What follows belongs to an exercise in optimizing a design on an open flow for small area; a production flow would make more cautious choices. RTL that was checked went through simulation tests only; none was proved equivalent to the original. No functional check of the RTL was part of run 3. Power is estimated from default activity; no workload was simulated.

==> flow/flow/run.sh <==
#!/bin/bash
# The standard layout, with each port buffered by the smallest plain buffer
# (sky130_fd_sc_hd__buf_1) instead of the default delay buffer.
set -euo pipefail
export BUFFER_PORTS_ARGS="-buffer_cell sky130_fd_sc_hd__buf_1"
bash standard.sh > standard.log 2>&1
==> flow/constraint.sdc <==
create_clock -name core_clock -period 10.0 [get_ports {clk}]
set_input_delay 2.0000 -clock core_clock [delete_from_list [all_inputs] [get_ports {clk}]]
set_output_delay 2.0000 -clock core_clock [all_outputs]
set_load 0.01 [all_outputs]
==> flow/config.mk <==
export PLATFORM = sky130hd
export DESIGN_NAME = qseq
export DESIGN_NICKNAME = qseq
export VERILOG_FILES = /design/flow/design.v
export SDC_FILE = /design/flow/constraint.sdc
export NUM_CORES = 4
export LEC_CHECK = 0
export ABC_AREA = 1
export CAP_MARGIN = 20
export CORE_MARGIN = 2
export CORE_UTILIZATION = 40
export CTS_BUF_LIST = sky130_fd_sc_hd__clkbuf_8
export PLACE_DENSITY = 0.6
export SLEW_MARGIN = 20
==> flow/standard.sh <==
#!/bin/bash
# synth_recipe.tcl (not shown) runs the flow's synth.tcl, then flattens the netlist and writes it again
# the make line also repeats each setting of config.mk as NAME=value (left out here)
make -C /OpenROAD-flow-scripts/flow DESIGN_CONFIG=/design/flow/config.mk WORK_HOME=/design/flow/orfs CLKGATE_MAP_FILE= SYNTH_SCRIPT=/design/flow/synth_recipe.tcl "${@:-finish}"
==> flow/design.v <==
module qseq (
    input  wire        clk,
    input  wire        rst,
    input  wire        cmd_valid,
    input  wire [7:0]  cmd_op,
    input  wire [31:0] cmd_addr,
    input  wire [31:0] cmd_len,
    input  wire [31:0] cmd_arg,
    output wire        rdy,
    output wire        done,
    output reg  [7:0]  res_code,
    output wire [2:0]  res_cause,
    output reg  [63:0] res_value,
    output reg  [3:0]  bri_op,
    output wire        bri_clear_all,
    output reg  [7:0]  txn_opcode,
    output wire [23:0] txn_addr,
    output wire [2:0]  txn_addr_lines,
    output wire [5:0]  txn_addr_bits,
    output wire [2:0]  txn_data_lines,
    output wire [4:0]  txn_dummy,
    output wire [1:0]  txn_dir,
    output wire [31:0] txn_len,
    output wire [7:0]  bri_wdata,
    input  wire [2:0]  bri_flags,
    input  wire [7:0]  bri_rdata,
    output wire        hbuf_we,
    output wire        hbuf_re,
    output wire [31:0] hbuf_addr,
    output wire [7:0]  hbuf_wdata,
    input  wire [7:0]  hbuf_rdata
);
    localparam [3:0] K_RS   = 4'b0000;
    localparam [3:0] K_WNB  = 4'b0001;
    localparam [3:0] K_SC   = 4'b0010;
    localparam [3:0] K_VER  = 4'b0011;
    localparam [3:0] K_RD   = 4'b0100;
    localparam [3:0] K_DEIN = 4'b0101;
    localparam [3:0] K_WE   = 4'b0110;
    localparam [3:0] K_WR   = 4'b0111;
    localparam [3:0] K_RM   = 4'b1000;
    localparam [3:0] K_INIT = 4'b1001;
    localparam [3:0] K_CE   = 4'b1011;
    localparam [3:0] K_ER4  = 4'b1100;
    localparam [3:0] K_ER32 = 4'b1101;
    localparam [3:0] K_ER64 = 4'b1110;
    localparam [1:0] P_X = 2'd0;    
    localparam [1:0] P_S = 2'd1;    
    localparam [1:0] P_T = 2'd2;    
    localparam [1:0] G_RS = 2'd0, G_SC = 2'd1, G_RD = 2'd2, G_WR = 2'd3;
    localparam [1:0] T_CFG = 2'd0, T_TRIG = 2'd1, T_XFER = 2'd2, T_CLR = 2'd3;
    localparam [4:0] S_RS_CFG  = {1'b0, G_RS, T_CFG};
    localparam [4:0] S_RS_TRIG = {1'b0, G_RS, T_TRIG};
    localparam [4:0] S_RS_RD   = {1'b0, G_RS, T_XFER};
    localparam [4:0] S_RS_CLR  = {1'b0, G_RS, T_CLR};
    localparam [4:0] S_SC_CFG  = {1'b0, G_SC, T_CFG};
    localparam [4:0] S_SC_TRIG = {1'b0, G_SC, T_TRIG};
    localparam [4:0] S_SC_CLR  = {1'b0, G_SC, T_CLR};
    localparam [4:0] S_RD_CFG  = {1'b0, G_RD, T_CFG};
    localparam [4:0] S_RD_TRIG = {1'b0, G_RD, T_TRIG};
    localparam [4:0] S_RD_BYTE = {1'b0, G_RD, T_XFER};
    localparam [4:0] S_RD_CLR  = {1'b0, G_RD, T_CLR};
    localparam [4:0] S_WR_CFG  = {1'b0, G_WR, T_CFG};
    localparam [4:0] S_WR_TRIG = {1'b0, G_WR, T_TRIG};
    localparam [4:0] S_WR_BYTE = {1'b0, G_WR, T_XFER};
    localparam [4:0] S_WR_CLR  = {1'b0, G_WR, T_CLR};
    localparam [4:0] S_IDLE    = 5'b10000;    
    localparam [4:0] S_IDLED   = 5'b11000;    
    localparam [4:0] S_DISP    = 5'b10001;
    localparam [4:0] S_DONE    = 5'b10010;
    localparam [4:0] S_CHK     = 5'b10011;
    localparam [4:0] S_WE_B    = 5'b10100;
    localparam [4:0] S_B       = 5'b10101;    
    localparam [4:0] S_C       = 5'b10110;    
    localparam [4:0] S_NEXT    = 5'b10111;    
    localparam [4:0] S_ER_D    = 5'b11001;
    localparam [4:0] S_FAIL    = 5'b11100;
    localparam [4:0] S_ER_E    = 5'b11101;
    localparam [4:0] S_INIT_I  = 5'b11111;
    localparam [4:0] S_INIT_E  = 5'b11010;
    localparam [4:0] S_DEINIT  = 5'b11011;
    localparam [9:0]  TB_1000   = 10'h3f7;
    localparam [16:0] TD_100000 = 17'h1f15b;
    localparam [16:0] TD_1000   = 17'h15089;
    localparam [16:0] TD_80000  = 17'h0df90;
    reg [4:0]  st, st_n;
    reg [1:0]  ph, ph_n;
    reg        inited, inited_n;
    reg [3:0]  k, k_n;
    reg        abi, abi_n;
    reg [2:0]  stage, stage_n;
    reg [2:0]  cause, cause_n;
    reg        chk, chk_n;
    reg [9:0]  tb, tb_n;
    reg [16:0] td, td_n;
    reg [23:0] a, a_n;
    reg [31:0] r, r_n;
    reg [31:0] p, p_n;
    reg        stop, stop_n;
    function [31:0] inc32(input [31:0] x);
        integer i;
        reg c;
        begin
            c = 1'b1;
            for (i = 0; i < 32; i = i + 1) begin
                inc32[i] = x[i] ^ c;
                c = c & x[i];
            end
        end
    endfunction
    function [31:0] dec32(input [31:0] x);
        integer i;
        reg b;
        begin
            b = 1'b1;
            for (i = 0; i < 32; i = i + 1) begin
                dec32[i] = x[i] ^ b;
                b = b & !x[i];
            end
        end
    endfunction
    function [23:0] inc24(input [23:0] x);
        integer i;
        reg c;
        begin
            c = 1'b1;
            for (i = 0; i < 24; i = i + 1) begin
                inc24[i] = x[i] ^ c;
                c = c & x[i];
            end
        end
    endfunction
    function cout32(input [31:0] x, input [31:0] y);
        integer i;
        reg c;
        begin
            c = 1'b0;
            for (i = 0; i < 32; i = i + 1)
                c = (x[i] & y[i]) | (c & (x[i] | y[i]));
            cout32 = c;
        end
    endfunction
    function cout8(input [7:0] x, input [7:0] y);
        integer i;
        reg c;
        begin
            c = 1'b0;
            for (i = 0; i < 8; i = i + 1)
                c = (x[i] & y[i]) | (c & (x[i] | y[i]));
            cout8 = c;
        end
    endfunction
    function gt16(input [15:0] x, input [15:0] y);
        integer i;
        reg g;
        begin
            g = 1'b0;
            for (i = 0; i < 16; i = i + 1)
                g = (x[i] & !y[i]) | (!(x[i] ^ y[i]) & g);
            gt16 = g;
        end
    endfunction
    function [8:0] pgrem(input [7:0] x);
        integer i;
        reg z;
        begin
            z = 1'b1;
            for (i = 0; i < 8; i = i + 1) begin
                pgrem[i] = x[i] ^ !z;
                z = z & !x[i];
            end
            pgrem[8] = z;
        end
    endfunction
    wire [31:0] p_inc = inc32(p);
    wire [31:0] r_dec = dec32(r);
    wire [23:0] a_inc = inc24(a);
    wire        r_is0 = (r == 32'd0);
    wire        r_is1 = (r == 32'd1);
    wire k_er   = k[3] && k[2];
    wire k_rmi  = k[3:1] == 3'b100;
    wire k_rsw  = k[3:1] == 3'b000;    
    wire we_ctx = (k == K_WE) || (stage == 3'd1 && k != K_WNB);
    wire use_r  = !we_ctx && !abi && !(k == K_WR || k_rmi);
    wire [1:0] g = st[3:2];
    wire [1:0] s = st[1:0];
    wire       xact = !st[4] && ph == P_X;
    assign rdy           = st[4] && (st[2:0] == 3'd0);
    assign done          = rdy && st[3];
    assign res_cause     = cause;
    assign bri_wdata     = hbuf_rdata;
    assign hbuf_wdata    = bri_rdata;
    assign hbuf_addr     = p;
    assign hbuf_we       = xact && st[3:0] == {G_RD, T_XFER};
    assign hbuf_re       = xact && st[3:0] == {G_WR, T_XFER};
    assign bri_clear_all = st[4];
    always @* begin
        bri_op = 4'd0;
        if (ph == P_S) begin
            bri_op = 4'd3;
        end else if (ph == P_X) begin
            if (!st[4]) begin
                case (s)
                    T_CFG:  bri_op = 4'd1;
                    T_TRIG: bri_op = 4'd2;
                    T_XFER: bri_op = (g == G_WR) ? 4'd6 : 4'd5;
                    default: bri_op = 4'd4;
                endcase
            end else begin
                case (st)
                    S_FAIL, S_ER_E: bri_op = 4'd4;
                    S_INIT_I:       bri_op = 4'd7;
                    S_INIT_E:       bri_op = 4'd8;
                    S_DEINIT:       bri_op = 4'd9;
                    default:        bri_op = 4'd0;
                endcase
            end
        end
    end
    wire       sc_addr  = (k == K_SC) ? r[8] : (stage == 3'd2 && k_er);
    wire       addr_en  = g[1] || (g == G_SC && sc_addr);
    wire       blk      = abi && !g[1];
    wire [8:0] pg_rem   = pgrem(a[7:0]);
    wire       r_small  = (r[31:8] == 24'd0) && !cout8(r[7:0], a[7:0]);    
    wire [8:0] wr_size  = r_small ? {1'b0, r[7:0]} : pg_rem;
    always @* begin
        case (g)
            G_RS: txn_opcode = 8'h05;
            G_RD: txn_opcode = 8'hEB;
            G_WR: txn_opcode = 8'h32;
            default: begin
                if (k == K_SC)          txn_opcode = r[7:0];
                else if (k_rmi)         txn_opcode = (stage == 3'd1) ? 8'h66 : 8'h99;
                else if (stage == 3'd1) txn_opcode = 8'h06;
                else if (k == K_CE)     txn_opcode = 8'hC7;
                else if (k == K_ER4)    txn_opcode = 8'h20;
                else if (k == K_ER32)   txn_opcode = 8'h52;
                else                    txn_opcode = 8'hD8;
            end
        endcase
    end
    assign txn_addr[23:12]  = !addr_en ? 12'd0 : blk ? a[11:0] : a[23:12];
    assign txn_addr[11:0]   = (addr_en && !blk) ? a[11:0] : 12'd0;
    assign txn_addr_lines   = (g == G_RD) ? 3'd4 : addr_en ? 3'd1 : 3'd0;
    assign txn_addr_bits    = addr_en ? 6'd24 : 6'd0;
    assign txn_data_lines   = (g == G_RS) ? 3'd1 : g[1] ? 3'd4 : 3'd0;
    assign txn_dummy        = (g == G_RD) ? 5'd6 : 5'd0;
    assign txn_dir          = (g == G_RS || g == G_RD) ? 2'd1 : (g == G_WR) ? 2'd2 : 2'd0;
    assign txn_len[31:9]    = (g == G_RD) ? r[31:9] : 23'd0;
    assign txn_len[8:0]     = (g == G_RS) ? 9'd1 : (g == G_RD) ? r[8:0] : (g == G_WR) ? wr_size : 9'd0;
    always @* begin
        res_value = {56'd0, p[7:0]};
        case (cause)
            3'd0: res_code = 8'd0;
            3'd4: res_code = 8'hFE;
            3'd5: res_code = 8'hFF;
            default: begin
                if (abi)                              res_code = 8'd1;
                else if (k == K_WNB && cause == 3'd2) res_code = 8'd2;
                else if (k == K_WE  && cause == 3'd3) res_code = 8'd3;
                else                                  res_code = {5'd0, stage};
            end
        endcase
    end
    reg [3:0] in_k;
    reg       in_legal, in_ninit;
    always @* begin
        in_legal = 1'b1;
        in_ninit = 1'b1;
        case (cmd_op)
            8'h01: in_k = K_RS;
            8'h02: in_k = K_WNB;
            8'h03: in_k = K_SC;
            8'h04: in_k = K_WE;
            8'h05: in_k = K_RM;
            8'h06: in_k = K_RD;
            8'h07: in_k = K_WR;
            8'h08: case (cmd_arg[1:0])
                       2'd0: in_k = K_ER4;
                       2'd1: in_k = K_ER32;
                       2'd2: in_k = K_ER64;
                       default: in_k = K_CE;
                   endcase
            8'h09: in_k = K_CE;
            8'h0A: begin in_k = K_INIT; in_ninit = 1'b0; end
            8'h0B: begin in_k = K_DEIN; in_ninit = 1'b0; end
            8'h10: begin in_k = K_INIT; in_ninit = 1'b0; end
            8'h11: in_k = K_WR;
            8'h12: in_k = K_ER4;
            8'h13: begin in_k = K_VER; in_ninit = 1'b0; end
            default: begin in_k = K_VER; in_legal = 1'b0; end
        endcase
    end
    wire in_abi = (cmd_op == 8'h10) || (cmd_op == 8'h11) || (cmd_op == 8'h12);
    wire wf_ok = (st[4] || s == T_CFG) ? !bri_flags[0] :
                 (s == T_CLR)          ? bri_flags[1] :
                 g[0]                  ? bri_flags[2] : (bri_flags[1] | bri_flags[2]);
    always @* begin
        st_n     = st;
        ph_n     = P_X;
        inited_n = inited;
        k_n      = k;
        abi_n    = abi;
        stage_n  = stage;
        cause_n  = cause;
        chk_n    = chk;
        tb_n     = tb;
        td_n     = td;
        a_n      = a;
        r_n      = r;
        p_n      = p;
        stop_n   = stop;
        if (ph == P_S) begin
            ph_n = wf_ok ? P_X : P_T;
        end else if (ph == P_T) begin
            tb_n = {tb[8:0], tb[9] ^ tb[6]};
            if (&tb) begin
                cause_n = 3'd1;
                st_n    = S_FAIL;
            end else begin
                ph_n = P_S;
            end
        end else begin
            case (st)
                S_IDLE, S_IDLED: begin
                    if (cmd_valid) begin
                        k_n     = in_k;
                        abi_n   = in_abi;
                        st_n    = S_DISP;
                        cause_n = !in_legal ? 3'd5 : (in_ninit && !inited) ? 3'd4 : 3'd0;
                        if (in_k == K_INIT || in_k == K_DEIN) inited_n = 1'b0;
                        a_n     = (cmd_op == 8'h12) ? {8'd0, cmd_addr[27:12]} : cmd_addr[23:0];
                        r_n     = (cmd_op == 8'h02 || cmd_op == 8'h03 || cmd_op == 8'h12) ? cmd_arg : cmd_len;
                        p_n[31:24] = (cmd_op == 8'h11) ? {4'd0, cmd_addr[27:24]} : cmd_addr[31:24];
                    end
                end
                S_DISP: begin
                    stage_n = 3'd1;
                    p_n     = 32'd0;
                    stop_n  = cout32({p[31:24], a}, r) && !(&{p[31:24], a[23:8]});
                    if (cause != 3'd0) begin
                        st_n   = S_IDLED;
                    end else begin
                        ph_n = P_S;
                        case (k)
                            K_RS:  st_n = S_RS_CFG;
                            K_WNB: begin
                                if (r_is0) begin
                                    ph_n    = P_X;
                                    cause_n = 3'd2;
                                    st_n    = S_FAIL;
                                end else st_n = S_RS_CFG;
                            end
                            K_RD: begin
                                if (r_is0) begin ph_n = P_X; st_n = S_DONE; end
                                else st_n = S_RD_CFG;
                            end
                            K_WR: begin
                                if (r_is0) begin ph_n = P_X; st_n = S_DONE; end
                                else st_n = S_SC_CFG;
                            end
                            K_ER4: begin
                                if (abi && gt16(a[15:0], r[27:12])) begin ph_n = P_X; st_n = S_DONE; end
                                else st_n = S_SC_CFG;
                            end
                            K_INIT: begin ph_n = P_X; st_n = S_INIT_I; end
                            K_DEIN: begin ph_n = P_X; st_n = S_DEINIT; end
                            K_VER:  begin ph_n = P_X; st_n = S_DONE; end
                            default: st_n = S_SC_CFG;    
                        endcase
                    end
                end
                S_DONE: begin
                    if (k == K_INIT) inited_n = 1'b1;
                    if (!k_rsw) p_n = {31'd0, abi};
                    st_n = S_IDLED;
                end
                S_FAIL: begin
                    p_n  = 32'd0;
                    st_n = S_IDLED;
                end
                S_RS_CFG:  st_n = S_RS_TRIG;
                S_RS_TRIG: begin
                    ph_n = P_S;
                    st_n = S_RS_CLR;
                end
                S_RS_CLR:  st_n = S_RS_RD;
                S_RS_RD: begin
                    chk_n = we_ctx ? bri_rdata[1] : !bri_rdata[0];
                    if (k_rsw) p_n[7:0] = bri_rdata;
                    st_n  = (k == K_RS) ? S_DONE : S_CHK;
                end
                S_SC_CFG:  st_n = S_SC_TRIG;
                S_SC_TRIG: begin
                    ph_n = P_S;
                    st_n = S_SC_CLR;
                end
                S_SC_CLR: begin
                    if (k == K_SC)          st_n = S_DONE;
                    else if (stage == 3'd1) st_n = k_rmi ? S_B : S_WE_B;
                    else                    st_n = S_C;
                end
                S_WE_B: begin
                    td_n = TD_100000;
                    if (k == K_WE) stage_n = 3'd2;
                    ph_n = P_S;
                    st_n = S_RS_CFG;
                end
                S_CHK: begin
                    if (chk) begin
                        if (we_ctx)          st_n = (k == K_WE) ? S_DONE : S_B;
                        else if (k == K_WR)  st_n = S_NEXT;
                        else if (k_er)       st_n = S_ER_D;
                        else                 st_n = S_DONE;
                    end else begin
                        if (use_r) r_n  = r_dec;
                        else       td_n = {td[15:0], td[16] ^ td[13]};
                        if (use_r ? r_is1 : (&td)) begin
                            cause_n = we_ctx ? 3'd3 : 3'd2;
                            st_n    = S_FAIL;
                        end else begin
                            ph_n = P_S;
                            st_n = S_RS_CFG;
                        end
                    end
                end
                S_B: begin
                    stage_n = 3'd2;
                    ph_n    = P_S;
                    st_n    = (k == K_WR) ? S_WR_CFG : S_SC_CFG;
                end
                S_C: begin
                    stage_n = 3'd3;
                    if (k_rmi)       td_n = TD_1000;
                    else if (k == K_CE) r_n = 32'd25000000;
                    else if (abi)    td_n = TD_80000;
                    else             r_n  = (k == K_ER4) ? 32'd80000 : 32'd300000;
                    ph_n    = P_S;
                    st_n    = S_RS_CFG;
                end
                S_NEXT: begin
                    if (k == K_WR ? (!r_is0 && !stop) : (a[15:0] != r[27:12])) begin
                        stage_n = 3'd1;
                        ph_n    = P_S;
                        st_n    = S_SC_CFG;
                    end else begin
                        st_n = S_DONE;
                    end
                    if (k != K_WR) a_n = a_inc;
                end
                S_ER_D: begin
                    stage_n = 3'd4;
                    ph_n    = P_S;
                    st_n    = S_ER_E;
                end
                S_ER_E: st_n = abi ? S_NEXT : S_DONE;
                S_INIT_I: st_n = S_INIT_E;
                S_INIT_E: begin
                    stage_n = 3'd1;
                    ph_n    = P_S;
                    st_n    = S_SC_CFG;
                end
                S_DEINIT: begin
                    inited_n = 1'b0;
                    st_n     = S_DONE;
                end
                S_RD_CFG:  st_n = S_RD_TRIG;
                S_RD_TRIG: begin
                    stage_n = 3'd2;
                    ph_n    = P_S;
                    st_n    = S_RD_BYTE;
                end
                S_RD_BYTE: begin
                    p_n  = p_inc;
                    r_n  = r_dec;
                    ph_n = P_S;
                    if (r_is1) begin
                        stage_n = 3'd3;
                        st_n    = S_RD_CLR;
                    end
                end
                S_RD_CLR: st_n = S_DONE;
                S_WR_CFG:  st_n = S_WR_TRIG;
                S_WR_TRIG: begin
                    stage_n = 3'd3;
                    ph_n    = P_S;
                    st_n    = S_WR_BYTE;
                end
                S_WR_BYTE: begin
                    p_n  = p_inc;
                    r_n  = r_dec;
                    a_n  = a_inc;
                    ph_n = P_S;
                    if (r_is1 || a[7:0] == 8'hFF) begin
                        stage_n = 3'd4;
                        st_n    = S_WR_CLR;
                    end
                end
                S_WR_CLR: begin
                    stage_n = 3'd5;
                    td_n    = TD_1000;
                    ph_n    = P_S;
                    st_n    = S_RS_CFG;
                end
                default: st_n = S_IDLE;
            endcase
        end
        if (ph == P_X && ph_n == P_S) tb_n = TB_1000;
    end
    always @(posedge clk) begin
        if (rst) begin
            st     <= S_IDLE;
            ph     <= P_X;
            inited <= 1'b0;
        end else begin
            st     <= st_n;
            ph     <= ph_n;
            inited <= inited_n;
        end
    end
    always @(posedge clk) begin
        k     <= k_n;
        abi   <= abi_n;
        stage <= stage_n;
        cause <= cause_n;
        chk   <= chk_n;
        tb    <= tb_n;
        td    <= td_n;
        a     <= a_n;
        r     <= r_n;
        p     <= p_n;
        stop  <= stop_n;
    end
endmodule
==> flow_metrics.env, run 1 <==
export IMPL_clkSlewWorstSetupHoldPaths_ns=0.10
export IMPL_path_depth=33
export IMPL_r2r_slack_ns=3.42
export IMPL_wirelength_um=40400
export IMPL_dieArea_um2=29600
export IMPL_timing_worst_setup_path_type="register to register"
export IMPL_grt_pass1_vias=10443
export IMPL_crit_buf_inv=1
export IMPL_r2r_start="r[0]"
export IMPL_synth_seq_cells=136
export IMPL_grtUsageMet3_pct=4.39
export IMPL_grt_pass1_wl_um=60400
export IMPL_finalMaxSlewViolations=0
export IMPL_power_density_nw_per_um2=296
export IMPL_crit_family="adder cells"
export IMPL_boundaryPins=341
export IMPL_top_usage_layer="met2"
export IMPL_area_growth_pct=11.5
export IMPL_worstHoldPathType="register to register"
export IMPL_clock_sinks=136
export IMPL_yosys_area_top_type="edfxtp_1"
export IMPL_crit_fanout=6
export IMPL_crit_arrival_ns=6.77
export IMPL_vias=11222
export IMPL_synthTopCellsByArea="edfxtp_1 (31%), ha_1 (12%), nor2_1 (7.4%), nand2_1 (7.3%), buf_4 (6.5%)"
export IMPL_detail_route_antenna_nets=0
export IMPL_die_h_um=172
export IMPL_hold_viol=0
export IMPL_yosysWarningCount=1
export IMPL_dieWidth_um=172
export IMPL_num_antenna_cells=0
export IMPL_viasPerCell=5.39
export IMPL_gr_total_overflow=0
export IMPL_synth_top_cell_area_share_pct=31.4
export IMPL_antenna_found_initial=0
export IMPL_vdd_drop_max_mv=0.135
export IMPL_cts_buffer_depth=2
export IMPL_cpMostUsedCell="ha_1"
export IMPL_wl_per_cell_um=19.4
export IMPL_whs_ns=0.483
export IMPL_r2r_cells=33
export IMPL_routabilityCongestion=0.988
export IMPL_crit_path_end_kind="register"
export IMPL_grt_util_met1_pct=37.9
export IMPL_synth_cells=1483
export IMPL_setup_tns_ns=0
export IMPL_synth_area_um2=11300
export IMPL_startpoint="r[0]"
export IMPL_outcome="timing/DRC/antenna clean"
export IMPL_synth_most_common_cell="nor2_1"
export IMPL_ctsHoldBuffers=0
export IMPL_synth_edf_count=118
export IMPL_synth_cell_type_count=49
export IMPL_min_period_ns=6.58
export IMPL_setup_viol=0
export IMPL_rows=61
export IMPL_cts_tree="built"
export IMPL_port_buffer_count=259
export IMPL_cts_resized=0
export IMPL_worstPathRequired_ns=10.20
export IMPL_slew_headroom_pct=25.7
export IMPL_critical_path_slowest_cell="edfxtp_1"
export IMPL_synth_area_per_cell_um2=7.61
export IMPL_synthFlopType="edfxtp_1"
export IMPL_cts_buffers=17
export IMPL_fmax_mhz=152
export IMPL_startpoint_type="register"
export IMPL_worst_pin_slew_ns=1.10
export IMPL_ys_seq_area_share_pct=34.6
export IMPL_utilization_pct=45.3
export IMPL_dr_first_iter_drc_count=952
export IMPL_core_area_um2=27800
export IMPL_max_stage_delay_ns=0.48
export IMPL_track_usage_pct=27.2
export IMPL_cts_setup_buffers=0
export IMPL_cts_root_buf="clkbuf_8"
export IMPL_route_detailed_drc=0
export IMPL_synthTopCellsByCount="nor2_1 (223), nand2_1 (220), inv_1 (177)"
export IMPL_grt_start_max_net_pins=40
export IMPL_skew_ns=0.0272
export IMPL_nets=1927
export IMPL_cp_endpoint="r[31]"
export IMPL_placed_area_um2=12200
export IMPL_clk_latency_ns=0.47
export IMPL_drive_gt1_share_pct=6.04
export IMPL_dpl_hpwl_um=32100
export IMPL_p_leak_nw=5.64
export IMPL_start_util_pct=40.6
export IMPL_stdcell_area_um2=12600
export IMPL_power_total_mw=3.72
export IMPL_use_met2_pct=42.9
export IMPL_cts_max_level=4
export IMPL_drv_cap=0
export IMPL_finalCritPeriodShare_pct=65.8
export IMPL_firstDrtPassIters=6
export IMPL_r2r_end="r[31]"
export IMPL_rsz0062_at_grt="false"
export IMPL_synthArstFlopShare_pct=0
## worst min-delay path, stage by stage, from the launching register on
cell	delay (ns)
dfxtp_1	0.31
inv_1	0.06
a211oi_1	0.07
## power by group
part	internal (mW)	total (mW)	switching [mW]	leakage (nW)
Combinational	0.593	1.96	1.37	4.21
Clock	0.208	0.484	0.276	0.193
Sequential	0.996	1.27	0.278	1.24
## stage by stage
step | cells | worst slack [ns]
final | 2083 | 3.42
after global routing | 2083 | 3.12
after CTS | 2083 | 3.44
after detailed placement | 2051 | 3.46
after global placement | 2051 | 3.61
after floorplan | 1547 | 2.15
## layout make-up
cell class,count,area (µm²)
sequential,136,3900
inverter,216,811
multi-input combinational,1049,5920
timing repair buffer,272,1070
clock buffer,17,234
fill,2939,15200
tap,378,473
clock inverter,15,160
## sequential cells by signal, indices dropped and copies added (netlist names), 3 cells and up
name   count
tb        10
p         32
td        17
k          4
st         5
a         24
r         32
cause      3
stage      3
## layout by cell type (no fill, tap or decap), types with 13 or more instances in the layout
cell type  Yosys  routed
a211oi_1      19      19
a21oi_1       39      39
a31oi_1       13      13
buf_1          8     259
buf_4         97      13
clkbuf_8       0      17
conb_1         1      65
dfxtp_1       18      18
edfxtp_1     118     118
ha_1         109     109
inv_1        177     177
inv_2         38      38
nand2_1      220     220
nand3_1       43      43
nand4_1       20      20
nor2_1       223     220
nor3_1        18      17
nor4_1        22      21
o211ai_1      25      25
o21ai_0      110     110
o21ai_1       20      20
o221ai_1      16      16
o22ai_1       26      26
## kinds of logic after synthesis
group	after synthesis	synth area share, %
AND/OR/NAND/NOR	569	21.2
buffers and inverters	362	15.3
AO/OA/AOI/OAI	302	16.5
flip-flops	136	34.6
adder cells (fa/ha/maj)	109	12.1
XOR/XNOR	4	0.311
other	1	0.0332
## worst min path at each step
stage,startpoint,end,slack [ns],depth (start not counted)
6_report,inited,inited,0.48,2
5_1_grt,inited,inited,0.52,2
4_1_cts,inited,inited,0.48,2
3_5_place_dp,inited,inited,0.47,2
3_3_place_gp,inited,inited,0.46,2
2_1_floorplan,inited,inited,0.44,2
## routing by layer
layer | part of all wire [%] | up-vias
met5 | 0 | -
met4 | 3.1 | 0
met3 | 9.2 | 93
met2 | 44 | 615
met1 | 43 | 5195
li1 | - | 5319
==> inputs of run 2 (changes only) <==
--- a/flow/config.mk
+++ b/flow/config.mk
@@ -10,5 +10,4 @@
 export CORE_MARGIN = 2
 export CORE_UTILIZATION = 40
-export CTS_BUF_LIST = sky130_fd_sc_hd__clkbuf_8
 export PLACE_DENSITY = 0.6
 export SLEW_MARGIN = 20
==> flow_metrics.env, run 2 <==
export IMPL_crit_path_end_kind="register"
export IMPL_worstHoldPathType="register to register"
export IMPL_worst_pin_slew_ns=1.07
export IMPL_rsz0062_at_grt="false"
export IMPL_vdd_drop_max_mv=0.122
export IMPL_synth_area_um2=11300
export IMPL_comb_power_share_pct=50.4
export IMPL_viasPerCell=5.38
export IMPL_synthArstFlopShare_pct=0
export IMPL_grt_start_max_net_pins=40
export IMPL_cts_tree="built"
export IMPL_top_regs="p (32), r (32), a (24)"
export IMPL_wl_per_cell_um=19.4
export IMPL_min_period_ns=6.57
export IMPL_p_seq_share_pct=32.8
export IMPL_finalCritPeriodShare_pct=65.7
export IMPL_synthTopCellsByCount="nor2_1 (223), nand2_1 (220), inv_1 (177)"
export IMPL_nets=1927
export IMPL_grt_pass1_wl_um=60300
export IMPL_drv_cap=0
export IMPL_start_util_pct=40.6
export IMPL_startpoint_type="register"
export IMPL_dp_cells=2051
export IMPL_swShare_pct=50.0
export IMPL_antenna_found_initial=0
export IMPL_ys_seq_area_share_pct=34.6
export IMPL_cts_setup_buffers=0
export IMPL_wirelength_um=40400
export IMPL_setup_viol=0
export IMPL_track_usage_pct=27.2
export IMPL_max_stage_delay_ns=0.47
export IMPL_synth_seq_cells=136
export IMPL_firstDrtPassIters=5
export IMPL_crit_arrival_ns=6.74
export IMPL_dieArea_um2=29600
export IMPL_final_common_cell="buf_1"
export IMPL_cpMostUsedCell="ha_1"
export IMPL_fmax_mhz=152
export IMPL_clock_sinks=136
export IMPL_synthTopCellsByArea="edfxtp_1 (31%), ha_1 (12%), nor2_1 (7.4%), nand2_1 (7.3%), buf_4 (6.5%)"
export IMPL_setup_tns_ns=0
export IMPL_rows=61
export IMPL_slew_headroom_pct=28.4
export IMPL_ctsHoldBuffers=0
export IMPL_cts_root_buf="clkbuf_16"
export IMPL_nFillCells=2914
export IMPL_routabilityCongestion=0.988
export IMPL_outcome="timing/DRC/antenna clean"
export IMPL_power_density_nw_per_um2=305
export IMPL_synth_area_per_cell_um2=7.61
export IMPL_clockPowerShare_pct=16.7
export IMPL_stdcell_count=2083
export IMPL_crit_buf_inv=1
export IMPL_synth_cells=1483
export IMPL_cts_buffers=17
export IMPL_critical_path_slowest_cell="edfxtp_1"
export IMPL_synth_most_common_cell="nor2_1"
export IMPL_gr_total_overflow=0
export IMPL_boundaryPins=341
export IMPL_clk_latency_ns=0.44
export IMPL_skew_ns=0.0184
export IMPL_final_cell_mix="buf_1 (259), nor2_1 (220), nand2_1 (220)"
export IMPL_crit_fanout=6
export IMPL_timing_worst_setup_path_type="register to register"
export IMPL_synth_cell_type_count=49
export IMPL_grt_pass1_vias=10440
export IMPL_finalMaxSlewViolations=0
export IMPL_drive_gt1_share_pct=6.04
export IMPL_cts_max_level=4
export IMPL_die_h_um=172
export IMPL_dieWidth_um=172
export IMPL_port_buffer_count=259
export IMPL_area_growth_pct=13.2
export IMPL_synth_top_cell_area_share_pct=31.4
export IMPL_yosys_area_top_type="edfxtp_1"
export IMPL_dr_first_iter_drc_count=1000
export IMPL_cts_resized=0
export IMPL_core_area_um2=27800
export IMPL_dpl_hpwl_um=32100
export IMPL_p_switching_mw=1.95
export IMPL_p_leak_nw=5.73
export IMPL_route_detailed_drc=0
export IMPL_synthFlopType="edfxtp_1"
export IMPL_worstPathRequired_ns=10.17
export IMPL_crit_family="adder cells"
export IMPL_cts_buffer_depth=2
export IMPL_yosysWarningCount=1
export IMPL_detail_route_antenna_nets=0
export IMPL_hold_viol=0
export IMPL_synth_edf_count=118
export IMPL_p_int_mw=1.95
export IMPL_num_antenna_cells=0
export IMPL_clkSlewWorstSetupHoldPaths_ns=0.07
export IMPL_vias=11211
## run 2: power groups by stage
stage | Clock (mW) | Sequential (mW) | Combinational [mW]
finish | 0.651 | 1.28 | 1.96
global placement | 0 | 1.27 | 1.93
global route | 0.677 | 1.31 | 2.20
CTS | 0.654 | 1.27 | 1.94
floorplan | 0 | 1.22 | 1.31
detailed placement | 0 | 1.28 | 1.93
## run 2: metrics by stage
stage | util [%] | setup slack (ns) | instance area, µm² | hold slack [ns] | power (mW)
2_1_floorplan | - | 2.15 | 11500 | 0.440 | 2.53
3_3_place_gp | 43.8 | 3.61 | 12200 | 0.458 | 3.21
3_5_place_dp | 43.8 | 3.46 | 12200 | 0.466 | 3.21
4_1_cts | 46.0 | 3.45 | 12800 | 0.478 | 3.86
5_1_grt | 46.0 | 3.12 | 12800 | 0.512 | 4.19
6_report | 46.0 | 3.43 | 12800 | 0.478 | 3.89
## run 2: worst paths after layout
kind          start  slack, ns      to  cells past startpoint
min reg2reg  inited       0.48  inited                      2
max reg2reg    r[0]       3.43   r[31]                     33
min          inited       0.48  inited                      2
max            r[0]       3.43   r[31]                     33
## run 2: cell type report
cell class	instances	area [µm²]	share of cell area (%)
clock buffer	17	425	3.33
clock inverter	15	160	1.25
inverter	216	811	6.35
multi-input combinational	1049	5920	46.4
sequential	136	3900	30.6
tap	378	473	3.70
timing repair buffer	272	1070	8.38
## run 2: tightest hold or removal path, delay by kind of cell, from the launching register on
kind,cells,cell delay (ns)
DFF,1,0.30
buffers and inverters,1,0.06
AOI/OAI and AO/OA,1,0.07
## run 2: cells by family (layout without fill, tap and decap cells)
logic type | count (synthesis) | count (layout) | synth area share, %
AOI/OAI and AO/OA | 302 | 302 | 16.5
xor gates and xnor gates | 4 | 4 | 0.311
adders and majority gates | 109 | 109 | 12.1
buffers and inverters | 362 | 520 | 15.3
DFF | 136 | 136 | 34.6
other | 1 | 65 | 0.0332
and+or+nand+nor | 569 | 569 | 21.2
## run 2: routing by layer
metal	up-vias	wire, µm	global-route usage (%)
met5	-	0	0
met4	0	1350	10.9
met3	98	3430	4.19
met2	602	17800	42.3
met1	5181	17800	37.8
li1	5330	-	-
==> inputs of run 3 (changes only) <==
--- a/flow/design.v
+++ b/flow/design.v
@@ -506,5 +506,5 @@
             endcase
         end
-        if (ph == P_X && ph_n == P_S) tb_n = TB_1000;
+        if (ph == P_X) tb_n = TB_1000;
     end
     always @(posedge clk) begin
==> flow/flow/run.sh (replaced) <==
#!/bin/bash
# The standard layout (standard.sh), with two changes:
# - synthesis maps the logic with ABC's default script (flow/abc.script) and
#   leaves adders to ABC instead of extracting half/full-adder cells; the
#   registers are those of the standard synthesis;
# - each port is buffered by the smallest plain buffer (buf_1).
set -euo pipefail
here=$(pwd)
export BUFFER_PORTS_ARGS="-buffer_cell sky130_fd_sc_hd__buf_1"
export MY_ABC_SCRIPT="$here/flow/abc.script"
{
  cat <<'TCL'
# ABC with this flow's script in place of the one the platform picks
proc abc {args} {
  set out {}
  set skip 0
  foreach a $args {
    if {$skip} { set skip 0; lappend out $::env(MY_ABC_SCRIPT); continue }
    if {$a eq "-script"} { set skip 1 }
    lappend out $a
  }
  yosys abc {*}$out
}
# no half/full-adder extraction: ABC maps the adders
proc extract_fa {args} { }
TCL
  cat synth_recipe.tcl
} > my_synth.tcl
sed "s|SYNTH_SCRIPT=[^ ]*|SYNTH_SCRIPT=$here/my_synth.tcl|" standard.sh > my_standard.sh
grep -q "SYNTH_SCRIPT=$here/my_synth.tcl" my_standard.sh
bash my_standard.sh > standard.log 2>&1
==> flow/flow/abc.script (new file) <==
strash
&get -n
&fraig -x
&put
scorr
dc2
dretime
strash
&get -n
&dch -f
&nf
&put
--- a/flow/config.mk
+++ b/flow/config.mk
@@ -6,5 +6,4 @@
 export NUM_CORES = 4
 export LEC_CHECK = 0
-export ABC_AREA = 1
 export CAP_MARGIN = 20
 export CORE_MARGIN = 2
==> flow_metrics.env, run 3 <==
export IMPL_min_period_ns=5.50
export IMPL_dieWidth_um=165
export IMPL_track_usage_pct=29.2
export IMPL_critical_path_slowest_cell="nand2_1"
export IMPL_slew_headroom_pct=32.9
export IMPL_synth_edf_count=118
export IMPL_synth_seq_cells=136
export IMPL_synth_cell_type_count=56
export IMPL_startpoint_type="register"
export IMPL_ys_seq_area_share_pct=37.7
export IMPL_nFillCells=2580
export IMPL_clock_sinks=136
export IMPL_vdd_drop_max_mv=0.118
export IMPL_power_density_nw_per_um2=281
export IMPL_power_total_mw=3.39
export IMPL_r2r_slack_ns=5.23
export IMPL_min_from="tb[8]"
export IMPL_viasPerCell=5.95
export IMPL_synth_area_um2=10400
export IMPL_grt_start_max_net_pins=50
export IMPL_detail_route_antenna_nets=0
export IMPL_gr_total_overflow=0
export IMPL_synthFlopType="edfxtp_1"
export IMPL_synth_area_per_cell_um2=7.97
export IMPL_startpoint="st[2]"
export IMPL_firstDrtPassIters=9
export IMPL_wl_met2_um=17800
export IMPL_cts_root_buf="clkbuf_16"
export IMPL_synth_top_cell_area_share_pct=34.2
export IMPL_max_stage_delay_ns=0.69
export IMPL_yosys_area_top_type="edfxtp_1"
export IMPL_synthTopCellsByCount="nor2_1 (195), nand2_1 (137), o21ai_0 (137)"
export IMPL_rsz0062_at_grt="false"
export IMPL_placed_area_um2=11500
export IMPL_met1_length_um=17800
export IMPL_register_area_um2=3900
export IMPL_rows=58
export IMPL_drive_gt1_share_pct=3.81
export IMPL_cts_resized=0
export IMPL_crit_arrival_ns=3.50
export IMPL_crit_buf_inv=3
export IMPL_worstPathRequired_ns=8.00
export IMPL_antenna_found_initial=1
export IMPL_finalCritPeriodShare_pct=55.0
export IMPL_vias=11345
export IMPL_num_antenna_cells=0
export IMPL_route_detailed_drc=0
export IMPL_r2r_start="p[0]"
export IMPL_crit_family="buffers and inverters"
export IMPL_skew_ns=0.0153
export IMPL_hold_viol=0
export IMPL_cts_tree="built"
export IMPL_die_h_um=165
export IMPL_wirelength_um=40700
export IMPL_cts_max_level=4
export IMPL_min_path_cells=2
export IMPL_port_buffer_count=259
export IMPL_start_util_pct=40.9
export IMPL_wl_per_cell_um=21.4
export IMPL_stdcell_count=1906
export IMPL_dr_first_iter_drc_count=1333
export IMPL_yosysWarningCount=1
export IMPL_r2r_cells=16
export IMPL_multi_input_area_um2=5930
export IMPL_cts_buffer_depth=2
export IMPL_clk_latency_ns=0.44
export IMPL_grt_pass1_vias=10175
export IMPL_synthTopCellsByArea="edfxtp_1 (34%), nor2_1 (7.1%), buf_4 (7.0%), o21ai_0 (6.6%), nand2_1 (5.0%)"
export IMPL_synth_cells=1300
export IMPL_worstHoldPathType="register to register"
export IMPL_fmax_mhz=182
export IMPL_clkSlewWorstSetupHoldPaths_ns=0.07
export IMPL_highest_layer="met5"
export IMPL_stdcell_area_um2=12100
export IMPL_drv_cap=0
export IMPL_setup_tns_ns=0
export IMPL_crit_fanout=26
export IMPL_finalMaxSlewViolations=0
export IMPL_dr_wl_met3_um=3960
export IMPL_cts_buffers=17
export IMPL_grt_pass1_wl_um=60300
export IMPL_core_area_um2=25300
export IMPL_routabilityCongestion=0.976
export IMPL_crit_path_end_kind="output port"
export IMPL_area_growth_pct=16.3
export IMPL_p_leak_nw=4.25
export IMPL_boundaryPins=341
export IMPL_final_common_cell="buf_1"
export IMPL_setup_viol=0
export IMPL_dp_cells=1874
export IMPL_path_depth=5
export IMPL_dpl_hpwl_um=30800
export IMPL_timing_worst_setup_path_type="register to output port"
export IMPL_worst_pin_slew_ns=1.01
export IMPL_outcome="timing/DRC/antenna clean"
export IMPL_cpMostUsedCell="clkinv_1"
export IMPL_synthArstFlopShare_pct=0
export IMPL_ctsHoldBuffers=0
export IMPL_dieArea_um2=27200
export IMPL_top_regs="p (32), r (32), a (24)"
export IMPL_crit_chain="clkinv_1 > nand2_1 > clkinv_1 > and4_1 > buf_1"
export IMPL_nets=1689
export IMPL_cts_setup_buffers=0
export IMPL_synth_most_common_cell="nor2_1"
export IMPL_final_cell_mix="buf_1 (259), nor2_1 (190), nand2_1 (137), o21ai_0 (137), edfxtp_1 (118)"
==> run 3: cell count changes after synthesis, moves of 27 or more <==
| cell | change |
|---|---|
| inv_1 | -177 |
| nor3_1 | +34 |
| and3_1 | +29 |
| nand2_1 | -83 |
| nor2_1 | -28 |
| ha_1 | -109 |
| inv_2 | -38 |
| o21ai_0 | +27 |
| clkbuf_1 | -36 |
| a21oi_1 | +42 |
| nor2b_1 | +33 |
==> run 3: power breakdown <==
part           switching (mW)  internal, mW
clock                   0.293         0.378
sequential              0.398         0.907
combinational           0.935         0.476
total                    1.63          1.76
==> run 3: logic make-up (layout without fill, tap and decap cells) <==
| kind of cell | Yosys count | after routing | synth area share [%] |
|---|---|---|---|
| flip-flops | 136 | 136 | 37.7 |
| multiplexers | 1 | 1 | 0.109 |
| buffers and inverters | 123 | 335 | 7.97 |
| AND/OR/NAND/NOR | 611 | 611 | 28.0 |
| XOR/XNOR | 42 | 42 | 3.55 |
| other | 1 | 65 | 0.0362 |
| AO/OA/AOI/OAI | 386 | 386 | 22.7 |
==> run 3: cell type report <==
class                           instances  area share (%)
Multi-Input combinational cell       1105            49.2
Clock buffer                           17            3.53
Timing Repair Buffer                  278            9.25
Inverter                               25           0.778
Sequential cell                       136            32.4
Clock inverter                         15            1.47
Tap cell                              330            3.42
==> run 3: stage by stage <==
| stage | hold WS (ns) | utilization (%) | worst slack, ns |
|---|---|---|---|
| 6_report | 0.449 | 47.6 | 4.50 |
| 3_3_place_gp | 0.445 | 45.2 | 5.23 |
| 2_1_floorplan | 0.433 | - | 4.82 |
| 4_1_cts | 0.455 | 47.6 | 4.62 |
| 5_1_grt | 0.469 | 47.6 | 4.33 |
| 3_5_place_dp | 0.447 | 45.2 | 5.10 |
==> run 3: routing by layer <==
metal  up-vias  track usage (%)
li1       5236                -
met1      5323             42.5
met2       697             43.3
met3        87             5.30
met4         2             10.4
met5         -                0
==> run 3: path summary, 6_finish.rpt <==
path / end
hold reg to reg: tb[9]
setup reg to reg: p[29]
setup / recovery: bri_op[3]
hold / removal: tb[9]
==> run 3: worst min-delay path, stage by stage, from the launching register on <==
cell and delay (ns):
dfxtp_1 0.31, clkinv_1 0.05, a21oi_1 0.05
==> inputs of run 4 (changes only) <==
--- a/flow/design.v
+++ b/flow/design.v
@@ -182,5 +182,6 @@
     wire k_rsw  = k[3:1] == 3'b000;    
     wire we_ctx = (k == K_WE) || (stage == 3'd1 && k != K_WNB);
-    wire use_r  = !we_ctx && !abi && !(k == K_WR || k_rmi);
+    wire use_p  = !we_ctx && !abi && !(k == K_WR || k_rmi);    
+    wire p_hi1  = &p[31:1];
     wire [1:0] g = st[3:2];
     wire [1:0] s = st[1:0];
@@ -218,5 +219,5 @@
         end
     end
-    wire       sc_addr  = (k == K_SC) ? r[8] : (stage == 3'd2 && k_er);
+    wire       sc_addr  = (k == K_SC) ? !p[8] : (stage == 3'd2 && k_er);
     wire       addr_en  = g[1] || (g == G_SC && sc_addr);
     wire       blk      = abi && !g[1];
@@ -230,5 +231,5 @@
             G_WR: txn_opcode = 8'h32;
             default: begin
-                if (k == K_SC)          txn_opcode = r[7:0];
+                if (k == K_SC)          txn_opcode = ~p[7:0];
                 else if (k_rmi)         txn_opcode = (stage == 3'd1) ? 8'h66 : 8'h99;
                 else if (stage == 3'd1) txn_opcode = 8'h06;
@@ -250,5 +251,5 @@
     assign txn_len[8:0]     = (g == G_RS) ? 9'd1 : (g == G_RD) ? r[8:0] : (g == G_WR) ? wr_size : 9'd0;
     always @* begin
-        res_value = {56'd0, p[7:0]};
+        res_value = {56'd0, a[7:0]};
         case (cause)
             3'd0: res_code = 8'd0;
@@ -331,13 +332,16 @@
                         if (in_k == K_INIT || in_k == K_DEIN) inited_n = 1'b0;
                         a_n     = (cmd_op == 8'h12) ? {8'd0, cmd_addr[27:12]} : cmd_addr[23:0];
-                        r_n     = (cmd_op == 8'h02 || cmd_op == 8'h03 || cmd_op == 8'h12) ? cmd_arg : cmd_len;
-                        p_n[31:24] = (cmd_op == 8'h11) ? {4'd0, cmd_addr[27:24]} : cmd_addr[31:24];
+                        r_n     = cmd_len;
+                        p_n     = ~cmd_arg;
+                        if (cmd_op == 8'h07) p_n[31:24] = cmd_addr[31:24];
+                        if (cmd_op == 8'h11) p_n[31:24] = {4'd0, cmd_addr[27:24]};
                     end
                 end
                 S_DISP: begin
                     stage_n = 3'd1;
-                    p_n     = 32'd0;
+                    if (k == K_RD || k == K_WR) p_n = 32'd0;
                     stop_n  = cout32({p[31:24], a}, r) && !(&{p[31:24], a[23:8]});
                     if (cause != 3'd0) begin
+                        a_n[7:0] = 8'd0;
                         st_n   = S_IDLED;
                     end else begin
@@ -346,5 +350,5 @@
                             K_RS:  st_n = S_RS_CFG;
                             K_WNB: begin
-                                if (r_is0) begin
+                                if (p_hi1 && p[0]) begin
                                     ph_n    = P_X;
                                     cause_n = 3'd2;
@@ -361,5 +365,5 @@
                             end
                             K_ER4: begin
-                                if (abi && gt16(a[15:0], r[27:12])) begin ph_n = P_X; st_n = S_DONE; end
+                                if (abi && gt16(a[15:0], ~p[27:12])) begin ph_n = P_X; st_n = S_DONE; end
                                 else st_n = S_SC_CFG;
                             end
@@ -373,9 +377,9 @@
                 S_DONE: begin
                     if (k == K_INIT) inited_n = 1'b1;
-                    if (!k_rsw) p_n = {31'd0, abi};
+                    if (!k_rsw) a_n[7:0] = {7'd0, abi};
                     st_n = S_IDLED;
                 end
                 S_FAIL: begin
-                    p_n  = 32'd0;
+                    a_n[7:0] = 8'd0;
                     st_n = S_IDLED;
                 end
@@ -388,5 +392,5 @@
                 S_RS_RD: begin
                     chk_n = we_ctx ? bri_rdata[1] : !bri_rdata[0];
-                    if (k_rsw) p_n[7:0] = bri_rdata;
+                    if (k_rsw) a_n[7:0] = bri_rdata;
                     st_n  = (k == K_RS) ? S_DONE : S_CHK;
                 end
@@ -414,7 +418,7 @@
                         else                 st_n = S_DONE;
                     end else begin
-                        if (use_r) r_n  = r_dec;
+                        if (use_p) p_n  = p_inc;
                         else       td_n = {td[15:0], td[16] ^ td[13]};
-                        if (use_r ? r_is1 : (&td)) begin
+                        if (use_p ? (p_hi1 && !p[0]) : (&td)) begin
                             cause_n = we_ctx ? 3'd3 : 3'd2;
                             st_n    = S_FAIL;
@@ -433,12 +437,12 @@
                     stage_n = 3'd3;
                     if (k_rmi)       td_n = TD_1000;
-                    else if (k == K_CE) r_n = 32'd25000000;
+                    else if (k == K_CE) p_n = ~32'd25000000;
                     else if (abi)    td_n = TD_80000;
-                    else             r_n  = (k == K_ER4) ? 32'd80000 : 32'd300000;
+                    else             p_n  = (k == K_ER4) ? ~32'd80000 : ~32'd300000;
                     ph_n    = P_S;
                     st_n    = S_RS_CFG;
                 end
                 S_NEXT: begin
-                    if (k == K_WR ? (!r_is0 && !stop) : (a[15:0] != r[27:12])) begin
+                    if (k == K_WR ? (!r_is0 && !stop) : (a[15:0] != ~p[27:12])) begin
                         stage_n = 3'd1;
                         ph_n    = P_S;
==> flow_metrics.env, run 4 <==
export IMPL_track_usage_pct=29.0
export IMPL_worstHoldPathType="register to register"
export IMPL_synthFlopType="edfxtp_1"
export IMPL_nets=1629
export IMPL_synthArstFlopShare_pct=0
export IMPL_skew_ns=0.0127
export IMPL_boundaryPins=341
export IMPL_synth_cells=1239
export IMPL_clock_sinks=136
export IMPL_register_area_um2=3900
export IMPL_grt_start_max_net_pins=62
export IMPL_dieWidth_um=164
export IMPL_cts_max_level=4
export IMPL_top_regs="p (32), r (32), a (24)"
export IMPL_crit_family="simple AND/OR/NAND/NOR gates"
export IMPL_power_density_nw_per_um2=303
export IMPL_crit_path_end_kind="output port"
export IMPL_grt_pass1_vias=9769
export IMPL_highest_layer="met4"
export IMPL_min_period_ns=5.24
export IMPL_synth_most_common_cell="nor2_1"
export IMPL_crit_fanout=14
export IMPL_port_buffer_count=259
export IMPL_final_cell_mix="buf_1 (259), nor2_1 (185), nand2_1 (129)"
export IMPL_synthTopCellsByArea="edfxtp_1 (35%), buf_4 (7.1%), nor2_1 (6.8%), nand2_1 (4.8%), a21oi_1 (4.6%)"
export IMPL_detail_route_antenna_nets=0
export IMPL_cts_buffer_depth=2
export IMPL_slew_headroom_pct=33.5
export IMPL_synth_edf_count=118
export IMPL_finalMaxSlewViolations=0
export IMPL_vdd_drop_max_mv=0.112
export IMPL_clk_latency_ns=0.43
export IMPL_ctsHoldBuffers=0
export IMPL_cts_resized=0
export IMPL_wl_met2_um=18200
export IMPL_wirelength_um=40300
export IMPL_synth_top_cell_area_share_pct=34.7
export IMPL_worst_pin_slew_ns=0.987
export IMPL_yosysWarningCount=1
export IMPL_cts_tree="built"
export IMPL_dp_cells=1814
export IMPL_hold_viol=0
export IMPL_crit_arrival_ns=3.24
export IMPL_rows=58
export IMPL_max_stage_delay_ns=0.70
export IMPL_drive_gt1_share_pct=3.69
export IMPL_multi_input_area_um2=5770
export IMPL_cts_root_buf="clkbuf_16"
export IMPL_wl_per_cell_um=21.8
export IMPL_synth_seq_cells=136
export IMPL_route_detailed_drc=0
export IMPL_synth_area_per_cell_um2=8.24
export IMPL_utilization_pct=47.1
export IMPL_setup_tns_ns=0
export IMPL_start_util_pct=40.7
export IMPL_clkSlewWorstSetupHoldPaths_ns=0.07
export IMPL_dr_first_iter_drc_count=1329
export IMPL_yosys_area_top_type="edfxtp_1"
export IMPL_timing_worst_setup_path_type="register to output port"
export IMPL_cts_setup_buffers=0
export IMPL_critical_path_slowest_cell="dfxtp_1"
export IMPL_rsz0062_at_grt="false"
export IMPL_grt_pass1_wl_um=59500
export IMPL_setup_viol=0
export IMPL_crit_chain="nand2_1 > nor2_1 > nand2_1 > nor2_1 > nor2_1 > a21oi_1 > buf_1"
export IMPL_die_h_um=164
export IMPL_worstPathRequired_ns=8.00
export IMPL_nFillCells=2646
export IMPL_met1_length_um=17100
export IMPL_firstDrtPassIters=6
export IMPL_finalCritPeriodShare_pct=52.4
export IMPL_viasPerCell=6.08
export IMPL_cts_buffers=17
export IMPL_cpMostUsedCell="nor2_1"
export IMPL_synthTopCellsByCount="nor2_1 (185), nand2_1 (130), edfxtp_1 (118)"
export IMPL_ys_seq_area_share_pct=38.2
export IMPL_dpl_hpwl_um=29700
export IMPL_drv_cap=0
export IMPL_stdcell_count=1847
export IMPL_gr_total_overflow=0
export IMPL_fmax_mhz=191
export IMPL_core_area_um2=25100
export IMPL_synth_cell_type_count=58
export IMPL_dr_wl_met3_um=3970
export IMPL_antenna_found_initial=0
export IMPL_startpoint_type="register"
export IMPL_routabilityCongestion=0.990
export IMPL_synth_area_um2=10200
export IMPL_crit_buf_inv=1
export IMPL_outcome="timing/DRC/antenna clean"
export IMPL_dieArea_um2=26800
export IMPL_p_leak_nw=4.06
export IMPL_vias=11229
export IMPL_area_growth_pct=15.8
export IMPL_final_common_cell="buf_1"
run 4: metrics by stage:
| stage | power, mW | setup slack, ns | hold slack [ns] | instance area [µm²] |
|---|---|---|---|---|
| after floorplan | 2.31 | 5.02 | 0.434 | 10500 |
| after global placement | 2.93 | 5.07 | 0.452 | 11300 |
| after detailed placement | 2.95 | 4.94 | 0.453 | 11300 |
| after CTS | 3.56 | 4.61 | 0.465 | 11800 |
| after global routing | 3.78 | 4.57 | 0.490 | 11800 |
| final | 3.59 | 4.76 | 0.463 | 11800 |
run 4: routing by layer:
| layer | global-route usage, % | vias to the layer above |
|---|---|---|
| met2 | 45.8 | 727 |
| li1 | - | 5116 |
| met4 | 9.37 | 0 |
| met1 | 40.8 | 5305 |
| met5 | 0 | - |
| met3 | 4.70 | 81 |
run 4: final timing paths:
check,from,to,slack (ns),cells past startpoint
min,tb[5],tb[6],0.46,2
max reg2reg,p[1],st[4],5.49,18
min reg2reg,tb[5],tb[6],0.46,2
max,st[3],bri_op[1],4.76,7
run 4: power breakdown:
part / leakage, nW / total, mW / switching [mW] / internal (mW)
combinational: 2.56 / 1.48 / 0.958 / 0.527
sequential: 1.23 / 1.49 / 0.525 / 0.966
clock: 0.268 / 0.612 / 0.285 / 0.327
total: 4.06 / 3.59 / 1.77 / 1.82
run 4: layout make-up:
class | count | share of cell area, %
Clock inverter | 15 | 1.11
Sequential cell | 136 | 33.0
Clock buffer | 17 | 3.60
Inverter | 14 | 0.444
Antenna cell | 1 | 0.0212
Multi-Input combinational cell | 1055 | 48.8
Tap cell | 330 | 3.49
Timing Repair Buffer | 279 | 9.49
run 4: tightest hold or removal path, stage by stage, from the launching register on:
cell and delay (ns):
dfxtp_1 0.32, clkinv_1 0.05, a2bb2oi_1 0.05
run 4: kinds of logic after synthesis:
| group | synth area share [%] |
|---|---|
| compound gates | 23.9 |
| xor+xnor | 3.52 |
| buf+inv | 7.68 |
| flops | 38.2 |
| mux | 0.294 |
| other cells | 0.0367 |
| simple gates | 26.3 |
==> inputs of run 5 (changes only) <==
--- a/flow/config.mk
+++ b/flow/config.mk
@@ -8,5 +8,6 @@
 export CAP_MARGIN = 20
 export CORE_MARGIN = 2
-export CORE_UTILIZATION = 40
-export PLACE_DENSITY = 0.6
+export CORE_UTILIZATION = 50
+export CTS_BUF_LIST = sky130_fd_sc_hd__clkbuf_8
+export PLACE_DENSITY = 0.7
 export SLEW_MARGIN = 20
==> flow_metrics.env, run 5 <==
export IMPL_synth_edf_count=118
export IMPL_grt_start_max_net_pins=62
export IMPL_placed_area_um2=11200
export IMPL_power_density_nw_per_um2=295
export IMPL_crit_path_end_kind="output port"
export IMPL_top_regs="p (32), r (32), a (24)"
export IMPL_die_h_um=147
export IMPL_fmax_mhz=167
export IMPL_startpoint_type="register"
export IMPL_start_util_pct=50.6
export IMPL_outcome="timing/DRC/antenna clean"
export IMPL_dieWidth_um=147
export IMPL_synth_cells=1239
export IMPL_r2r_start="p[1]"
export IMPL_antenna_found_initial=0
export IMPL_dieArea_um2=21600
export IMPL_clk_latency_ns=0.47
export IMPL_cts_buffers=17
export IMPL_worstPathRequired_ns=8.00
export IMPL_grt_pass1_wl_um=59100
export IMPL_clkSlewWorstSetupHoldPaths_ns=0.08
export IMPL_cts_buffer_depth=2
export IMPL_cts_tree="built"
export IMPL_wl_met2_um=17800
export IMPL_slew_headroom_pct=29.1
export IMPL_crit_fanout=14
export IMPL_whs_ns=0.467
export IMPL_synthTopCellsByArea="edfxtp_1 (35%), buf_4 (7.1%), nor2_1 (6.8%), nand2_1 (4.8%), a21oi_1 (4.6%)"
export IMPL_vias=11389
export IMPL_wirelength_um=39200
export IMPL_final_common_cell="buf_1"
export IMPL_setup_tns_ns=0
export IMPL_cpMostUsedCell="and2_0"
export IMPL_routabilityCongestion=1.03
export IMPL_vdd_drop_max_mv=0.151
export IMPL_drv_cap=0
export IMPL_clock_sinks=136
export IMPL_synth_most_common_cell="nor2_1"
export IMPL_route_detailed_drc=0
export IMPL_skew_ns=0.0119
export IMPL_finalCritPeriodShare_pct=59.7
export IMPL_grt_pass1_vias=10287
export IMPL_viasPerCell=6.39
export IMPL_port_buffer_count=259
export IMPL_rows=52
export IMPL_area_growth_pct=13.0
export IMPL_p_leak_nw=3.96
export IMPL_synthArstFlopShare_pct=0
export IMPL_drive_gt1_share_pct=3.24
export IMPL_yosys_area_top_type="edfxtp_1"
export IMPL_synth_seq_cells=136
export IMPL_core_area_um2=20200
export IMPL_crit_chain="nand2b_1 > nor3_1 > a21oi_1 > a211o_1 > and2_0 > nor2_1 > and2_0 > buf_1"
export IMPL_synthTopCellsByCount="nor2_1 (185), nand2_1 (130), edfxtp_1 (118)"
export IMPL_r2r_cells=18
export IMPL_hold_viol=0
export IMPL_r2r_end="st[4]"
export IMPL_power_total_mw=3.41
export IMPL_cts_resized=0
export IMPL_nets=1626
export IMPL_detail_route_antenna_nets=0
export IMPL_firstDrtPassIters=7
export IMPL_final_cell_mix="buf_1 (259), nor2_1 (185), nand2_1 (129)"
export IMPL_min_from="tb[5]"
export IMPL_synthFlopType="edfxtp_1"
export IMPL_crit_buf_inv=1
export IMPL_critical_path_slowest_cell="nor3_1"
export IMPL_ctsHoldBuffers=0
export IMPL_met1_length_um=15600
export IMPL_timing_worst_setup_path_type="register to output port"
export IMPL_synth_top_cell_area_share_pct=34.7
export IMPL_min_to="tb[6]"
export IMPL_cts_root_buf="clkbuf_8"
export IMPL_num_antenna_cells=0
export IMPL_cts_max_level=4
export IMPL_synth_area_um2=10200
export IMPL_rsz0062_at_grt="false"
export IMPL_dr_wl_met3_um=4380
export IMPL_stdcell_area_um2=11500
export IMPL_startpoint="k[0]"
export IMPL_crit_family="simple AND/OR/NAND/NOR gates"
export IMPL_setup_viol=0
export IMPL_synth_area_per_cell_um2=8.24
export IMPL_gr_total_overflow=0
export IMPL_min_period_ns=5.97
export IMPL_min_path_cells=2
export IMPL_dr_first_iter_drc_count=1294
export IMPL_boundaryPins=341
export IMPL_crit_arrival_ns=3.97
export IMPL_synth_cell_type_count=58
export IMPL_worstHoldPathType="register to register"
export IMPL_max_stage_delay_ns=0.81
export IMPL_cts_setup_buffers=0
export IMPL_worst_pin_slew_ns=1.06
export IMPL_dpl_hpwl_um=29400
export IMPL_wl_per_cell_um=22.0
export IMPL_track_usage_pct=35.3
export IMPL_yosysWarningCount=1
export IMPL_finalMaxSlewViolations=0
export IMPL_ys_seq_area_share_pct=38.2
export IMPL_highest_layer="met4"
export IMPL_r2r_slack_ns=5.42
[run 5: cell type report]
cell class                 instances  area, µm²
clock buffer                      17        234
inverter                          14       52.6
tap                              270        338
sequential                       136       3900
clock inverter                    15        129
multi-input combinational       1055       5770
timing repair buffer             276       1110
fill                            1978       8630
[run 5: cells by family (layout without fill, tap and decap cells)]
group           count (synthesis)  after routing  share of synthesized area [%]
xor+xnor                       41             41                           3.52
buf+inv                       112            322                           7.68
mux                             3              3                          0.294
other cells                     1             65                         0.0367
flops                         136            136                           38.2
compound gates                379            379                           23.9
simple gates                  567            567                           26.3
[run 5: layer usage]
| layer | vias up | GRT usage (%) |
|---|---|---|
| met3 | 104 | 7.76 |
| met5 | - | 1.36 |
| met1 | 5357 | 48.0 |
| met2 | 822 | 54.8 |
| li1 | 5106 | - |
| met4 | 0 | 14.3 |
[run 5: worst max path at each step]
stage | endpoint | slack [ns] | cells after the start
2_1_floorplan | r[0] | 5.02 | 5
3_3_place_gp | txn_addr[3] | 4.70 | 8
3_5_place_dp | txn_addr[3] | 4.57 | 8
4_1_cts | txn_addr[3] | 4.03 | 8
5_1_grt | txn_addr[3] | 3.70 | 8
6_report | txn_addr[3] | 4.03 | 8
[run 5: per-stage QoR]
stage               worst slack (ns)  util [%]  std cells
finish                          4.03      57.2       1783
global route                    3.70      57.2       1783
CTS                             4.03      57.1       1782
detailed placement              4.57      55.3       1750
global placement                4.70      55.3       1750
floorplan                       5.02         -       1303
[run 5: worst min-delay path, cell delays in order (launching register included)]
cell and delay, ns:
dfxtp_1 0.32, clkinv_1 0.06, a2bb2oi_1 0.05
[run 5: where the power goes]
group	switching [mW]	leakage, nW	internal (mW)
clock network	0.246	0.187	0.196
logic	0.952	2.54	0.525
registers	0.522	1.23	0.965
total	1.72	3.96	1.69

[port drivers added, routing unchanged]
Ports are ideal in the flow. The routed layouts listed here were re-timed in OpenROAD.
Step 1, drivers: a clkbuf_16 drives clk and a buf_2 each remaining input, both assumed.
Step 2, shift: input delay + t, output delay - t, t = (earliest + latest rising clock arrival at the registers) / 2. This alone moves slack from input paths to output paths.
a / b / c = no drivers / after step 1 / after step 2; a / b = the first two.
run | shift t [ns] | slack for setup (ns) | worst setup path after step 2 | worst slew at a driven data input, ns
run 1 | 0.504 | 3.425 / 3.425 / 3.425 | register to register | 0.07
run 2 | 0.483 | 3.430 / 3.430 / 3.430 | register to register | 0.07
run 3 | 0.479 | 4.504 / 4.456 / 4.936 | register to output | 0.07
run 4 | 0.475 | 4.758 / 4.711 / 4.905 | input to register | 0.08
run 5 | 0.505 | 4.027 / 3.986 / 4.491 | register to output | 0.09
After both steps every run listed still meets setup and hold.
